What follows belongs to an exercise in optimizing a design on an open flow for small area, a short achievable clock period and few clock cycles; a production flow would make more cautious choices. Where RTL was checked, it was by simulation tests only, not by an equivalence proof against the original.

== the baseline ==
==> flow/design.v (excerpt) <==
module vm_core (
    input  wire        clk,
    input  wire        rst,
    input  wire [15:0] code_len,
    input  wire [16:0] pool_len,
    output wire [15:0] imem_addr,
    input  wire [63:0] imem_data,
    output wire [15:0] cp_index,
    input  wire [1:0]  cp_kind,
    input  wire [63:0] cp_value,
    input  wire [15:0] cp_window,
    input  wire [15:0] cp_nret,
    output reg         emit_valid,
    output reg         emit_ret,
    output reg  [1:0]  emit_tag,
    output reg  [63:0] emit_data,
    output reg         halted,
    output reg  [2:0]  res_kind,
    output reg  [15:0] res_ip,
    output reg  [2:0]  res_depth
);
==> flow/config.mk <==
export PLATFORM = sky130hd
export DESIGN_NAME = vm_core
export DESIGN_NICKNAME = vm_core
export VERILOG_FILES = /design/flow/design.v
export SDC_FILE = /design/flow/constraint.sdc
export NUM_CORES = 8
export LEC_CHECK = 0
export CAP_MARGIN = 40
export CORE_MARGIN = 2
export CORE_UTILIZATION = 30
export PLACE_DENSITY = 0.45
export SLEW_MARGIN = 40
==> flow/constraint.sdc <==
create_clock -name core_clock -period 28.0 [get_ports {clk}]
set_input_delay 5.6000 -clock core_clock [delete_from_list [all_inputs] [get_ports {clk}]]
set_output_delay 5.6000 -clock core_clock [all_outputs]
set_load 0.01 [all_outputs]
standard.sh (not shown) runs the stock make flow with config.mk's settings and CLKGATE_MAP_FILE= SYNTH_SCRIPT=/design/flow/synth_recipe.tcl, a recipe that flattens the netlist after the stock synthesis.
==> flow/flow/run.sh <==
#!/bin/bash
set -euo pipefail
bash standard.sh synth > synth.log 2>&1
bash standard.sh SETUP_SLACK_MARGIN=21 \
    "CTS_ARGS=-sink_clustering_enable -repair_clock_nets -dont_use_dummy_load" \
    finish > layout.log 2>&1
For the candidate, these inputs were changed with respect to the baseline:
==> flow/flow/run.sh <==
#!/bin/bash
set -euo pipefail
bash standard.sh synth > synth.log 2>&1
bash standard.sh SETUP_SLACK_MARGIN=21 \
    "CTS_ARGS=-sink_clustering_enable -repair_clock_nets -dont_use_dummy_load -buf_list {sky130_fd_sc_hd__clkbuf_4 sky130_fd_sc_hd__clkbuf_8}" \
    finish > layout.log 2>&1
==> run summary <==
| register-to-register slack | the baseline vs the candidate | ≈ equal |. Routed wire length: the candidate vs the baseline — no meaningful difference.
No run of this note included a check of the RTL's function; only the layout flow was run.

---

Another version of the RTL of vm_core (not shown whole).
Size: roughly 20000 cells after synthesis, ~320 I/O pins.
clock: 28.0 ns
lec_check: 0
cap_margin: 30
core_margin: 2
core_utilization: 30
place_density: 0.45
slew_margin: 30
==> flow/flow/run.sh <==
#!/bin/bash
set -euo pipefail
bash standard.sh synth > synth.log 2>&1
bash standard.sh SETUP_SLACK_MARGIN=20.4 \
    "CTS_ARGS=-sink_clustering_enable -repair_clock_nets -dont_use_dummy_load" \
    finish > layout.log 2>&1
==> next run, changes <==
==> flow/flow/run.sh (replaced) <==
#!/bin/bash
set -euo pipefail
bash standard.sh synth > synth.log 2>&1
bash standard.sh SETUP_SLACK_MARGIN=21 \
    "CTS_ARGS=-sink_clustering_enable -repair_clock_nets -dont_use_dummy_load" \
    finish > layout.log 2>&1
What happened:
- area after synthesis does not change
- clock-buffer cell count went up by 2
- worst setup slack is better by 0.042 ns
No run of this note included a check of the RTL's function; only the layout flow was run.

---

vm_core, a different RTL version from the one above (not shown whole).
Size in the first run: roughly 19000 cells after synthesis, ~2300 flip-flops, ~170000 µm² of cells after synthesis.
export LEC_CHECK = 0
export CAP_MARGIN = 40
export CORE_MARGIN = 2
export CORE_UTILIZATION = 34
export GPL_TIMING_DRIVEN = 1
export PLACE_DENSITY = 0.5
export SLEW_MARGIN = 40
create_clock -name core_clock -period 28.0 [get_ports {clk}]
==> flow/flow/run.sh <==
#!/bin/bash
set -euo pipefail
bash standard.sh synth > synth.log 2>&1
bash standard.sh SETUP_SLACK_MARGIN=21 \
    "CTS_ARGS=-sink_clustering_enable -repair_clock_nets -dont_use_dummy_load -buf_list {sky130_fd_sc_hd__clkbuf_4 sky130_fd_sc_hd__clkbuf_8}" \
    finish > layout.log 2>&1
Testbench counts at the start, summed over its fixed seeds: cycles 95,993.
==> next run, changes <==
--- a/flow/config.mk
+++ b/flow/config.mk
@@ -9,5 +9,4 @@
 export CORE_MARGIN = 2
-export CORE_UTILIZATION = 34
-export GPL_TIMING_DRIVEN = 1
-export PLACE_DENSITY = 0.5
+export CORE_UTILIZATION = 30
+export PLACE_DENSITY = 0.45
 export SLEW_MARGIN = 40
=> Fmax hardly moves. Routed wire length came out higher slightly. Sequential share of layout area drops by 0.19 points.

---

quartz:
vm_core again, from the RTL that the note above started with.
Settings: LEC_CHECK=0, CAP_MARGIN=40, CORE_MARGIN=2, CORE_UTILIZATION=34, PLACE_DENSITY=0.5, SLEW_MARGIN=40; clock period 28.0 ns.
==> flow/flow/run.sh <==
#!/bin/bash
set -euo pipefail
bash standard.sh synth > synth.log 2>&1
bash standard.sh SETUP_SLACK_MARGIN=20.8 \
    "CTS_ARGS=-sink_clustering_enable -repair_clock_nets -dont_use_dummy_load -buf_list {sky130_fd_sc_hd__clkbuf_4 sky130_fd_sc_hd__clkbuf_8}" \
    finish > layout.log 2>&1
quartz finished every step from synthesis to the final layout, and the layout passed the timing, design-rule and antenna checks.
Testbench counts of quartz, summed over its fixed seeds: cycles 95,993.
Here is what was changed in the inputs of juniper compared with quartz.
==> flow/flow/run.sh <==
#!/bin/bash
set -euo pipefail
bash standard.sh synth > synth.log 2>&1
bash standard.sh SETUP_SLACK_MARGIN=21 \
    "CTS_ARGS=-sink_clustering_enable -repair_clock_nets -dont_use_dummy_load -buf_list {sky130_fd_sc_hd__clkbuf_2 sky130_fd_sc_hd__clkbuf_4}" \
    finish > layout.log 2>&1
[summary]
- [juniper] count of cells resized by post-cts repair rose 40% relative to quartz
- juniper: area used by multi-input combinational logic is 2100 um^2 higher than what quartz reported.
- Of quartz and juniper, juniper shows the higher core utilization, with quartz below it.
- Compared with quartz, the detailed router inserted more vias in juniper.
- juniper ended up with a higher area added between synthesis and finish than quartz did.
- The time the worst path needs with I/O delays and setup in juniper sits 0.43 ns above the value recorded for quartz.
- edfxtp_1 as the cell with the largest stage delay on the worst path was reported by juniper, and a2111oi_0 by quartz.
- On juniper: total detailed-routing wirelength is about 4.7% higher than what quartz gave.
Modified inputs, nickel compared to juniper
==> flow/flow/run.sh <==
#!/bin/bash
set -euo pipefail
bash standard.sh synth > synth.log 2>&1
bash standard.sh SETUP_SLACK_MARGIN=21 \
    "CTS_ARGS=-sink_clustering_enable -repair_clock_nets -dont_use_dummy_load -buf_list {sky130_fd_sc_hd__clkbuf_4 sky130_fd_sc_hd__clkbuf_8}" \
    finish > layout.log 2>&1
Findings:
Diff nickel..juniper | count of standard-cell rows | unchanged. Min final clock period utilization by the worst path across nickel and juniper: nickel. Each of the runs, namely nickel and juniper, reached the end of the flow and came out clean. Between nickel and juniper, the register fraction of the total cell area does not differ in any meaningful way.
What xenon does differently from nickel at the input level:
==> flow/flow/run.sh <==
#!/bin/bash
set -euo pipefail
bash standard.sh synth > synth.log 2>&1
bash standard.sh SETUP_SLACK_MARGIN=21 \
    "CTS_ARGS=-sink_clustering_enable -repair_clock_nets -dont_use_dummy_load" \
    finish > layout.log 2>&1
diff --git a/flow/config.mk b/flow/config.mk
--- a/flow/config.mk
+++ b/flow/config.mk
@@ -8,5 +8,5 @@
 export CAP_MARGIN = 40
 export CORE_MARGIN = 2
-export CORE_UTILIZATION = 34
-export PLACE_DENSITY = 0.5
+export CORE_UTILIZATION = 30
+export PLACE_DENSITY = 0.45
 export SLEW_MARGIN = 40
- Compared with nickel, xenon ends up with more cell area.
- Compared with nickel, xenon shows a higher area after detailed placement.
- Per the final summary, xenon finished and its layout is clean on timing, DRC and antenna.
- Compared to nickel, the router laid down more metal wire for xenon.
Here is what was changed in the inputs of zinc compared with xenon.
==> flow/flow/run.sh <==
#!/bin/bash
set -euo pipefail
bash standard.sh synth > synth.log 2>&1
bash standard.sh SETUP_SLACK_MARGIN=20.6 \
    "CTS_ARGS=-sink_clustering_enable -repair_clock_nets -dont_use_dummy_load -buf_list {sky130_fd_sc_hd__clkbuf_4 sky130_fd_sc_hd__clkbuf_8}" \
    finish > layout.log 2>&1
diff --git a/flow/config.mk b/flow/config.mk
--- a/flow/config.mk
+++ b/flow/config.mk
@@ -8,5 +8,5 @@
 export CAP_MARGIN = 40
 export CORE_MARGIN = 2
-export CORE_UTILIZATION = 30
-export PLACE_DENSITY = 0.45
+export CORE_UTILIZATION = 34
+export PLACE_DENSITY = 0.5
 export SLEW_MARGIN = 40
--- outcome ---
Per the comparison of zinc with xenon, total clock buffers created by CTS grew by 129; utilization shows an increase of 3.5 points. Where overall routed net length is concerned, xenon is outperformed by zinc. Count of cell instances traversed by the critical path was lower in zinc than in xenon. The higher total of cells resized after clock tree synthesis came out of xenon. Relative area of non-clock buffer cells in the final design, xenon and zinc: smaller value in zinc. Taking xenon as the reference, in zinc worst clock skew climbed 0.092 ns; sequential cell area in the final layout did not really move; antenna diode count grew by about 1%.
Setup changes, zinc to violet
==> flow/flow/run.sh <==
#!/bin/bash
set -euo pipefail
bash standard.sh synth > synth.log 2>&1
bash standard.sh SETUP_SLACK_MARGIN=21 \
    "CTS_ARGS=-sink_clustering_enable -repair_clock_nets -dont_use_dummy_load -buf_list {sky130_fd_sc_hd__clkbuf_4 sky130_fd_sc_hd__clkbuf_8}" \
    finish > layout.log 2>&1
diff --git a/flow/config.mk b/flow/config.mk
--- a/flow/config.mk
+++ b/flow/config.mk
@@ -6,7 +6,7 @@
 export NUM_CORES = 8
 export LEC_CHECK = 0
-export CAP_MARGIN = 40
+export CAP_MARGIN = 30
 export CORE_MARGIN = 2
 export CORE_UTILIZATION = 34
 export PLACE_DENSITY = 0.5
-export SLEW_MARGIN = 40
+export SLEW_MARGIN = 30
## What came out
- Diff violet and zinc: placer congestion estimate lower in violet
- Summary — number of DRC violations after detailed-routing iteration 0, violet relative to zinc: higher, by 0.67%.
- Compared with zinc, violet shows a lower final hold slack.

---

## before
vm_core, a different RTL version from the one above (not shown whole).
For scale: ~20000 cells after synthesis, ~2000 flip-flops, roughly 170000 µm² of cells after synthesis.
## vm_core
module vm_core (
    input  wire        clk,
    input  wire        rst,
    input  wire [15:0] code_len,
    input  wire [16:0] pool_len,
    output wire [15:0] imem_addr,
    input  wire [63:0] imem_data,
    output wire [15:0] cp_index,
    input  wire [1:0]  cp_kind,
    input  wire [63:0] cp_value,
    input  wire [15:0] cp_window,
    input  wire [15:0] cp_nret,
    output reg         emit_valid,
    output reg         emit_ret,
    output reg  [1:0]  emit_tag,
    output reg  [63:0] emit_data,
    output reg         halted,
    output reg  [2:0]  res_kind,
    output reg  [15:0] res_ip,
    output reg  [2:0]  res_depth
);
    localparam RF_SIZE = 16;
    localparam [1:0] T_INV = 2'd0, T_INT = 2'd1, T_FLT = 2'd2;
    localparam [1:0] K_JMP = 2'd2;
    localparam [2:0] R_NORMAL = 3'd0, F_LOAD = 3'd1, F_INDEX = 3'd2,
                     F_TYPE = 3'd3, F_ARITH = 3'd4, F_STACK = 3'd5,
                     F_DECODE = 3'd6;
    localparam [2:0] P_CHECK = 3'd0, P_RUN = 3'd1, P_MD = 3'd2, P_FP = 3'd3,
                     P_CALL = 3'd4, P_COPY = 3'd5, P_RETOUT = 3'd6,
                     P_HALT = 3'd7;
    reg [2:0]  phase;
    reg [15:0] cl;                  
    reg [16:0] pl;                  
    reg [15:0] pc;                  
    reg [15:0] ip;                  
    reg [63:0] ir;
    reg        ir_v;
    reg        ir_last;             
    reg        ir_end;              
    reg [15:0] cpi;                 
    reg        jchk;                
    reg        jok;                 
    reg [1:0]  rf_tag  [0:RF_SIZE-1];
    reg [63:0] rf_data [0:RF_SIZE-1];
    reg [1:0]  dep;                 
    reg [4:0]  fbase, fsize, fnret, fretdst;
    reg [15:0] fcbase;
    reg [15:0] s_ip     [0:2];
  ...
export LEC_CHECK = 0
export CAP_MARGIN = 20
export CORE_MARGIN = 2
export CORE_UTILIZATION = 30
export PLACE_DENSITY = 0.45
export SLEW_MARGIN = 20
create_clock -name core_clock -period 28.0 [get_ports {clk}]
==> flow/flow/run.sh <==
#!/bin/bash
set -euo pipefail
bash standard.sh synth > synth.log 2>&1
bash standard.sh SETUP_SLACK_MARGIN=14 finish > layout.log 2>&1
before closes out successfully: all stages finished, all timing, DRC and antenna checks passed.
Testbench counts of before, summed over its fixed seeds: cycles 86,219.
## Diff of input files: after against before
==> flow/run.sh (new file) <==
#!/bin/bash
# synth_recipe.tcl (not shown) runs the flow's synth.tcl, then flattens the netlist and writes it again
# the make line also repeats each setting of config.mk as NAME=value (left out here)
make -C /OpenROAD-flow-scripts/flow DESIGN_CONFIG=/design/flow/config.mk WORK_HOME=/design/flow/orfs CLKGATE_MAP_FILE= SYNTH_SCRIPT=/design/flow/synth_recipe.tcl finish
removed: flow/flow/run.sh
removed: flow/standard.sh
Results
after closes out successfully: all stages finished, all timing, DRC and antenna checks passed.
Going from before to after, the hold slack was found to have gone up by 0.0049 ns.
Final core utilization: lower on after
Row worst slack at placement: after lower / before higher
After detailed routing, before needs more wire than after.
after gives more measured slew at the worst slew-check pin than before did.

---

== job 2409 ==
vm_core, a different RTL version from the one above (not shown whole).
Size: roughly 17000 cells after synthesis, about 2200 flip-flops, about 320 I/O pins, roughly 160000 µm² of cells after synthesis.
==> flow/config.mk <==
export PLATFORM = sky130hd
export DESIGN_NAME = vm_core
export DESIGN_NICKNAME = vm_core
export VERILOG_FILES = /design/flow/design.v
export SDC_FILE = /design/flow/constraint.sdc
export NUM_CORES = 8
export LEC_CHECK = 0
export CAP_MARGIN = 20
export CORE_MARGIN = 2
export CORE_UTILIZATION = 30
export PLACE_DENSITY = 0.45
export SLEW_MARGIN = 20
==> flow/constraint.sdc <==
create_clock -name core_clock -period 28.0 [get_ports {clk}]
set_input_delay 5.6000 -clock core_clock [delete_from_list [all_inputs] [get_ports {clk}]]
set_output_delay 5.6000 -clock core_clock [all_outputs]
set_load 0.01 [all_outputs]
==> flow/flow/run.sh <==
#!/bin/bash
set -euo pipefail
bash standard.sh synth > synth.log 2>&1
bash standard.sh SETUP_SLACK_MARGIN=21 finish > layout.log 2>&1
diff inputs: job 2409 => job 1487
==> flow/flow/run.sh <==
#!/bin/bash
set -euo pipefail
bash standard.sh synth > synth.log 2>&1
bash standard.sh SETUP_SLACK_MARGIN=20 finish > layout.log 2>&1
==> comparison <==
- From job 2409 to job 1487 the numbers moved as follows: number of endpoints failing setup at the final stage saw little to no change; count of placed standard cells including taps closely matched the old numbers.
- The core utilization of job 1487 is lower than that of job 2409.
- Nothing crashed in job 1487 and all stages finished; the problem is that the final layout failed, the offending checks being capacitance limit, slew limit.
- When job 1487 is set beside job 2409, its number of resized instances in the post-cts repair step turns out to be 1719 smaller.
Function was not checked in any run of this note: the RTL went through the layout flow alone.

---

Another version of the RTL of vm_core (not shown whole).
For scale: roughly 18000 cells after synthesis, about 2300 flip-flops, about 320 I/O pins.
==> flow/config.mk <==
export PLATFORM = sky130hd
export DESIGN_NAME = vm_core
export DESIGN_NICKNAME = vm_core
export VERILOG_FILES = /design/flow/design.v
export SDC_FILE = /design/flow/constraint.sdc
export NUM_CORES = 8
export LEC_CHECK = 0
export CAP_MARGIN = 30
export CORE_MARGIN = 2
export CORE_UTILIZATION = 30
export PLACE_DENSITY = 0.45
export SLEW_MARGIN = 30
==> flow/constraint.sdc <==
create_clock -name core_clock -period 28.0 [get_ports {clk}]
set_input_delay 5.6000 -clock core_clock [delete_from_list [all_inputs] [get_ports {clk}]]
set_output_delay 5.6000 -clock core_clock [all_outputs]
set_load 0.01 [all_outputs]
==> flow/flow/run.sh <==
#!/bin/bash
set -euo pipefail
bash standard.sh synth > synth.log 2>&1
bash standard.sh SETUP_SLACK_MARGIN=21 finish > layout.log 2>&1
Testbench counts at the start, summed over its fixed seeds: cycles 100,386.
Rerun with:
==> flow/flow/run.sh (replaced) <==
#!/bin/bash
set -euo pipefail
bash standard.sh synth > synth.log 2>&1
bash standard.sh SETUP_SLACK_MARGIN=21 \
    "CTS_ARGS=-sink_clustering_enable -repair_clock_nets -dont_use_dummy_load" \
    finish > layout.log 2>&1
Effect:
- die area is unchanged
- global-route usage hardly moves
- synthesized cell count is unchanged

[what the ideal ports hide]
The results above use ideal ports. As a check the final layouts listed here were re-extracted and re-timed, cells and wires unchanged.
Step 1 assumes that a clkbuf_16 drives the clock port and a buf_2 every other input.
Step 2, shift: input delay + t, output delay - t, t = (earliest + latest rising clock arrival at the registers) / 2. This alone moves slack from input paths to output paths.
a / b / c = no drivers / after step 1 / after step 2; a / b = the first two.
run	t, ns	setup slack, ns	hold slack, ns	worst register clock-pin slew, ns	pins driven straight from the clock port
the baseline	1.087	20.198 / 20.198 / 19.921	0.428 / 0.428 / 0.428	0.07 / 0.07	1
the candidate	1.284	20.193 / 20.193 / 19.752	0.440 / 0.440 / 0.440	0.07 / 0.07	1
the first run of note 2	1.085	19.725 / 19.725 / 19.403	0.446 / 0.446 / 0.446	0.09 / 0.09	1
the second run of note 2	1.099	19.767 / 19.767 / 19.680	0.424 / 0.424 / 0.424	0.08 / 0.08	1
the first run of note 3	1.296	20.552 / 20.426 / 19.720	0.383 / 0.383 / 0.383	0.08 / 0.08	1
the second run of note 3	1.341	20.540 / 20.407 / 19.708	0.430 / 0.430 / 0.430	0.07 / 0.07	1
quartz	1.293	20.544 / 20.496 / 19.501	0.442 / 0.442 / 0.442	0.07 / 0.07	1
juniper	1.773	20.112 / 19.982 / 19.201	0.372 / 0.372 / 0.372	0.08 / 0.08	1
nickel	1.296	20.552 / 20.426 / 19.720	0.383 / 0.383 / 0.383	0.08 / 0.08	1
xenon	1.098	20.636 / 20.636 / 19.932	0.404 / 0.404 / 0.404	0.07 / 0.07	1
zinc	1.273	20.434 / 20.439 / 19.259	0.431 / 0.431 / 0.431	0.07 / 0.07	1
violet	1.273	20.541 / 20.409 / 19.646	0.370 / 0.370 / 0.370	0.08 / 0.08	1
before	1.136	14.134 / 14.134 / 14.134	0.447 / 0.447 / 0.447	0.09 / 0.09	1
after	1.109	8.818 / 8.818 / 8.818	0.452 / 0.452 / 0.452	0.07 / 0.07	1
job 2409	1.111	19.769 / 19.769 / 19.769	0.446 / 0.446 / 0.446	0.07 / 0.07	1
job 1487	1.084	19.619 / 19.619 / 19.101	0.420 / 0.420 / 0.420	0.07 / 0.07	1
the first run of note 7	1.100	20.472 / 20.472 / 19.904	0.447 / 0.447 / 0.447	0.07 / 0.07	1
the second run of note 7	1.079	20.561 / 20.561 / 19.930	0.443 / 0.443 / 0.443	0.07 / 0.07	1
The setup slack of zinc, which loses most, moves by +0.005 ns with the drivers and by -1.175 ns with both steps.
